Source: an optimization exercise on an open RTL-to-GDS flow (aim: small area and a short achievable clock period). Production flows keep margins and buffers that such runs may drop.
The RTL was checked by simulation tests, not by an equivalence proof against the original design.
Power and IR drop assume default switching activity.

== P ==
// spfc_packer
module spfc_packer (
    input  wire        clk,
    input  wire        rst,
    input  wire        in_valid,
    input  wire [1:0]  in_op,
    input  wire [31:0] in_rg,
    input  wire [31:0] in_ba,
    input  wire [15:0] in_pk,
    output reg         out_valid,
    output wire [15:0] out_pk,
    output wire [31:0] out_rg,
    output wire [31:0] out_ba
);
    function [11:0] thr31;
        input [4:0] t;
        integer i, k;
        begin
            thr31 = 12'd2048;
            for (i = 0; i < 32; i = i + 1)
                if (t == i) begin
                    k = (i < 16) ? i + 1 : i;
                    thr31 = (131070 * k - 65535 + 61) / 62 - 2048 * i;
                end
        end
    endfunction
    function [10:0] thr63;
        input [5:0] t;
        integer i, k;
        begin
            thr63 = 11'd1024;
            for (i = 0; i < 64; i = i + 1)
                if (t == i) begin
                    k = (i < 32) ? i + 1 : i;
                    thr63 = (131070 * k - 65535 + 125) / 126 - 1024 * i;
                end
        end
    endfunction
    function ge16;
        input [15:0] a;
        input [15:0] b;
        reg   [15:0] g, p;
        integer l, i, n;
        begin
            g = a & ~b;
            p = a | ~b;
            n = 16;
            for (l = 0; l < 4; l = l + 1) begin
                for (i = 0; i < 8; i = i + 1)
                    if (2 * i + 1 < n) begin
                        g[i] = g[2 * i + 1] | (p[2 * i + 1] & g[2 * i]);
                        p[i] = p[2 * i + 1] & p[2 * i];
  ...
clock: 27.0 ns
lec_check: 0
cap_margin: 20
core_margin: 2
core_utilization: 40
slew_margin: 20
standard.sh (not shown) runs the stock make flow with config.mk's settings and CLKGATE_MAP_FILE= SYNTH_SCRIPT=/design/flow/synth_recipe.tcl, a recipe that flattens the netlist after the stock synthesis.
==> flow/flow/run.sh <==
#!/bin/bash
# The standard layout (standard.sh) with three changes:
#  - synthesis maps the logic with the ABC script in flow/abc_map.script
#    (structural rewriting and area-recovering mapping) instead of ORFS's
#    speed script; everything else in synthesis, including the flip-flops,
#    is ORFS's and the standard flow's own;
#  - plain buf_1 cells as the port buffers;
#  - the resizer's setup repair aims at a margin below the clock period.
set -e
rm -rf scripts_abc
cp -r "$FLOW_HOME/scripts" scripts_abc
cp flow/abc_map.script scripts_abc/abc_area.script
export BUFFER_PORTS_ARGS="-buffer_cell sky130_fd_sc_hd__buf_1"
bash standard.sh SCRIPTS_DIR="$PWD/scripts_abc" ABC_AREA=1 synth > synth.log 2>&1
bash standard.sh SETUP_SLACK_MARGIN=19.5 finish > standard.log 2>&1
==> flow/flow/abc_map.script <==
&get -n
&st
&dc2
&syn2
&dch -f
&nf -R 1000
&st
&syn2
&dch -f
&nf -R 1000
&st
&dch -f
&nf -R 1000
&put
#### Input delta (Q over P)
==> flow/flow/run.sh <==
#!/bin/bash
# The standard layout (standard.sh), with plain buf_1 cells as the port
# buffers, and the resizer's setup repair aimed at a margin below the
# clock period so that it shortens the longest paths.
export BUFFER_PORTS_ARGS="-buffer_cell sky130_fd_sc_hd__buf_1"
bash standard.sh SETUP_SLACK_MARGIN=19.5 finish > standard.log 2>&1
removed: flow/flow/abc_map.script
## What came out
Q ended with every stage complete and zero timing, DRC or antenna violations. Detailed placer's ending HPWL went up by more than 10% going from P to Q. On Q: register fraction of the total cell area is 1.0 points lower than what P gave. Relative to P, worst setup timing slack at the placement stage has increased by 0.52 ns in Q. The total wire length of Q exceeds that of P by about 17%. Going from P to Q, design area grows by 8.6%. Delta(final weighted congestion of routability-driven global placement, Q - P) < 0.
#### Input delta (R over Q)
-- flow/flow/run.sh --
<<< Q, line 6
bash standard.sh SETUP_SLACK_MARGIN=19.5 finish > standard.log 2>&1
>>> R, line 6
bash standard.sh SETUP_SLACK_MARGIN=19.5 CORE_UTILIZATION=65 PLACE_DENSITY=0.75 finish > standard.log 2>&1
Notes after the runs:
Compared with Q, sum of routed wire segments on met1 in R decreased by more than 10%. Delta(cell row count, R - Q) < 0. In R, the area overhead of the layout relative to synthesis came out 1.4 points below the value in Q. Between R and Q, the worst setup slack is higher for R. Reported for R and Q, post-synth design cell area turned out identical to the last digit. On final period demand of the worst path, R does better than Q.
Input-level comparison between S and R:
==> flow/flow/run.sh <==
#!/bin/bash
# The standard layout (standard.sh) with three changes:
#  - synthesis maps the logic with the ABC script in flow/abc_map.script
#    (structural rewriting and area-recovering mapping) instead of ORFS's
#    speed script; everything else in synthesis, including the flip-flops,
#    is ORFS's and the standard flow's own;
#  - plain buf_1 cells as the port buffers;
#  - the resizer's setup repair aims at a margin below the clock period.
set -e
rm -rf scripts_abc
cp -r "$FLOW_HOME/scripts" scripts_abc
cp flow/abc_map.script scripts_abc/abc_area.script
export BUFFER_PORTS_ARGS="-buffer_cell sky130_fd_sc_hd__buf_1"
bash standard.sh SCRIPTS_DIR="$PWD/scripts_abc" ABC_AREA=1 synth > synth.log 2>&1
bash standard.sh SETUP_SLACK_MARGIN=19.5 finish > standard.log 2>&1
==> flow/flow/abc_map.script (new file) <==
&get -n
&st
&syn2
&dch -f
&nf -R 1000
&put
mfs2
&get -n
&st
&dch -f
&nf -R 1000
&put
S vs. R: total non-filler cell area in the finished layout went down by 11%. Between R and S, the flow reports pin count of the biggest net entering global routing decreasing by more than 10%. The die area in S was higher than what R gave. Taking R as the reference, in S sum of internal, switching and leakage power decreased by 13% relative to the old numbers, HPWL after detailed placement shows a reduction of about 13%, data arrival time of the critical path up 5.45 ns. Re end-of-flow core utilization: S is 27 points down on R. As of S, x dimension of the die had risen by more than 10% compared to R.

## what the ideal ports hide
In the flow no input, the clock included, has a driving cell. The finished layouts below were timed again as built, in two steps. Step 1 (the two cells are an assumption about what drives the block):
set clk [get_ports {clk}]
set_driving_cell -lib_cell sky130_fd_sc_hd__clkbuf_16 $clk
set_driving_cell -lib_cell sky130_fd_sc_hd__buf_2 [delete_from_list [all_inputs] $clk]
Step 2 moves the port delays by t, midway between the first and last clock arrival at a register: inputs arrive t later, outputs are due t later. That takes back most of the time a late clock gives input paths. Slacks: ideal ports / drivers / drivers and shift; pairs: ideal ports / drivers.
| run | t (ns) | setup slack, ns | worst hold slack (ns) |
|---|---|---|---|
| P | 0.273 | 19.621 / 19.594 / 19.321 | 5.291 / 5.290 / 5.562 |
| Q | 0.284 | 19.579 / 19.578 / 19.294 | 5.276 / 5.276 / 5.560 |
| R | 0.294 | 19.689 / 19.664 / 19.499 | 5.265 / 5.265 / 5.560 |
| S | 0.276 | 19.738 / 19.746 / 19.471 | 5.287 / 5.286 / 5.562 |
After both steps every run listed still meets setup and hold. For P, which loses most, drivers alone change the setup slack by -0.027 ns; drivers and shift together by -0.300 ns.
